This is an optimization exercise on Yosys and OpenROAD, whose aim is small area, a short achievable clock period and few clock cycles, not a production implementation. Function was checked by simulation only, so behaviour that the tests miss may differ from the original. Power and IR drop assume default switching activity.

lane 3:
// pgd_codec
module pgd_codec (
    input  wire        clk,
    input  wire        rst,           
    input  wire        reg_wr,
    input  wire [3:0]  reg_addr,
    input  wire [31:0] reg_wdata,
    output reg  [31:0] reg_rdata,
    output wire        irq,
    output reg         s_en,
    output reg         s_we,
    output reg  [11:0] s_addr,
    output reg  [7:0]  s_wdata,
    input  wire [7:0]  s_rdata,
    output reg         d_en,
    output reg         d_we,
    output reg  [11:0] d_addr,
    output reg  [7:0]  d_wdata,
    input  wire [7:0]  d_rdata,
    output reg         r_en,
    output reg         r_we,
    output reg  [11:0] r_addr,
    output reg  [7:0]  r_wdata,
    input  wire [7:0]  r_rdata
);
    localparam [1:0] ST_IDLE = 2'd0, ST_BUSY = 2'd1, ST_DONE = 2'd2, ST_FAULT = 2'd3;
    localparam [2:0] F_TRUNC = 3'd1, F_BADREF = 3'd2, F_OVERRUN = 3'd3, F_GEOM = 3'd4,
                     F_SIZE = 3'd5, F_CAP = 3'd6, F_BADCMD = 3'd7;
    localparam [4:0]
        S_IDLE = 5'd0,  S_START = 5'd1,  S_MUL1 = 5'd2,  S_MUL2 = 5'd3,  S_CHK = 5'd4,
        D_TOK  = 5'd5,  D_CTL   = 5'd6,  D_LEN  = 5'd7,  D_LCHK = 5'd8,  D_LIT = 5'd9,
        D_V0   = 5'd10, D_V1    = 5'd11, D_EXT  = 5'd12, D_RCHK = 5'd13, D_CW  = 5'd14,
        D_CR   = 5'd15,
        P_BLK  = 5'd16, P_LEN   = 5'd17, P_DAT  = 5'd18, P_NXT  = 5'd19,
        F_INIT = 5'd20, F_SEL   = 5'd21, R_ROW  = 5'd22, R_CB   = 5'd23,
        Q_X    = 5'd24, Q_Y     = 5'd25, Q_XD   = 5'd26, Q_YD   = 5'd27,
        Q_1    = 5'd28, Q_1D    = 5'd29;
    reg [1:0]  state;
    reg [2:0]  unit;
    reg        undef;
    reg [2:0]  fcode;
    reg [31:0] finfo;
    reg        ien;
    reg [31:0] slen, dlen;
    reg [15:0] width, height, pixsz;
    reg [12:0] spos, dpos;       
    reg [8:0]  ctl;
    reg [12:0] row;              
    reg [4:0]  seq;
    reg [12:0] k;        
    reg [12:0] rb;       
    reg [12:0] sm1;      
    reg [11:0] p1, p2, p3;   
    reg [11:0] da;       
    wire [20:0] g1 = finfo[20:0];    
    reg [20:0] g2;       
    reg [11:0] wa, wb;   
    reg [7:0]  bc, bu, bo, bl;
    reg [7:0]  rv, ra;   
    reg        first, fd, v1, v2, virt, cpb;
    reg        m_vert, m_raw;    
    reg        ma_big, pr_sat;
  ...
For scale: about 400 flip-flops, roughly 34000 sq um of cells after synthesis.
==> flow/config.mk <==
export PLATFORM = sky130hd
export DESIGN_NAME = pgd_codec
export DESIGN_NICKNAME = pgd_codec
export VERILOG_FILES = /design/flow/design.v
export SDC_FILE = /design/flow/constraint.sdc
export NUM_CORES = 4
export LEC_CHECK = 0
export CAP_MARGIN = 20
export CORE_MARGIN = 2
export CORE_UTILIZATION = 45
export CTS_CLUSTER_DIAMETER = 100
export CTS_CLUSTER_SIZE = 16
export SETUP_SLACK_MARGIN = 5
export SLEW_MARGIN = 20
export TNS_END_PERCENT = 5
export BUFFER_PORTS_ARGS = -buffer_cell sky130_fd_sc_hd__buf_2
==> flow/constraint.sdc <==
create_clock -name core_clock -period 12.0 [get_ports {clk}]
set_input_delay 2.4000 -clock core_clock [delete_from_list [all_inputs] [get_ports {clk}]]
set_output_delay 2.4000 -clock core_clock [all_outputs]
set_load 0.01 [all_outputs]
standard.sh (not shown) runs the stock make flow with config.mk's settings and CLKGATE_MAP_FILE= SYNTH_SCRIPT=/design/flow/synth_recipe.tcl, a recipe that flattens the netlist after the stock synthesis.
==> flow/flow/run.sh <==
#!/bin/bash
set -uo pipefail
MARGIN=6
sed "s/SETUP_SLACK_MARGIN=[0-9.]*/SETUP_SLACK_MARGIN=$MARGIN/" standard.sh > standard_m.sh
cat >> config.mk <<'EOC'
export BUFFER_PORTS_ARGS = -buffer_cell sky130_fd_sc_hd__buf_2
EOC
bash standard_m.sh > standard.log 2>&1
Lane 3 was carried through to the last stage, and its layout satisfied the timing, DRC and antenna checks.
Testbench counts of lane 3, summed over its fixed seeds: cycles 159,265.
For lane 2, these inputs were changed with respect to lane 3:
# lane 3
export LEC_CHECK = 0
export CAP_MARGIN = 20
export CORE_MARGIN = 2
export CORE_UTILIZATION = 45
export CTS_CLUSTER_DIAMETER = 100
export CTS_CLUSTER_SIZE = 16
export SETUP_SLACK_MARGIN = 5
export SLEW_MARGIN = 20
export TNS_END_PERCENT = 5
export BUFFER_PORTS_ARGS = -buffer_cell sky130_fd_sc_hd__buf_2
create_clock -name core_clock -period 12.0 [get_ports {clk}]
# lane 2
export LEC_CHECK = 0
export CAP_MARGIN = 20
export CORE_MARGIN = 2
export CORE_UTILIZATION = 50
export CTS_CLUSTER_DIAMETER = 100
export CTS_CLUSTER_SIZE = 16
export SETUP_SLACK_MARGIN = 5
export SLEW_MARGIN = 20
export TNS_END_PERCENT = 0
export BUFFER_PORTS_ARGS = -buffer_cell sky130_fd_sc_hd__buf_1
create_clock -name core_clock -period 12.0 [get_ports {clk}]
--- a/flow/flow/run.sh
+++ b/flow/flow/run.sh
@@ -5,3 +5,3 @@
 cat >> config.mk <<'EOC'
-export BUFFER_PORTS_ARGS = -buffer_cell sky130_fd_sc_hd__buf_2
+export BUFFER_PORTS_ARGS = -buffer_cell sky130_fd_sc_hd__buf_1
 EOC
### Flow results
Comparing lane 2 with lane 3, the final hold slack came out essentially unchanged.
Via count of the first global-routing pass, lane 3 and lane 2: smaller value in lane 2
The antenna cell count number comes out higher for lane 3 vs lane 2.
Against lane 3, lane 2 reports a overall via count from detail_route that is lower.
Clock network power delta (lane 2 -> lane 3): insignificant
Clock network fraction of total power up 0.8 points in lane 2 wrt lane 3
Relative to lane 3, number of placement rows decreased by 5.9% in lane 2.
Against lane 3, lane 2 comes in 3.3 points higher on met1 demand-to-capacity share in global routing.
Lane 2 vs lane 3: first-pass iteration count of the detailed router down

[separate check: timing with driven ports]
The results above use ideal ports. As a check the final layouts listed here were re-extracted and re-timed, cells and wires unchanged.
Step 1: set_driving_cell puts a clkbuf_16 on clk and a buf_2 on each other input, an assumption about the parent block.
Step 2, shift: input delay + t, output delay - t, t = (earliest + latest rising clock arrival at the registers) / 2. This alone moves slack from input paths to output paths.
a / b / c = ideal / step 1 / step 2; a / b = the first two.
| run | t, ns | slack for setup (ns) | worst setup path at the end |
|---|---|---|---|
| lane 3 | 0.708 | 5.845 / 5.784 / 5.784 | input to output |
| lane 2 | 0.699 | 5.821 / 5.774 / 5.314 | input to register |
After both steps setup and hold are still met in every run listed. For lane 2, which loses most, drivers alone change the setup slack by -0.047 ns; drivers and shift together by -0.507 ns.
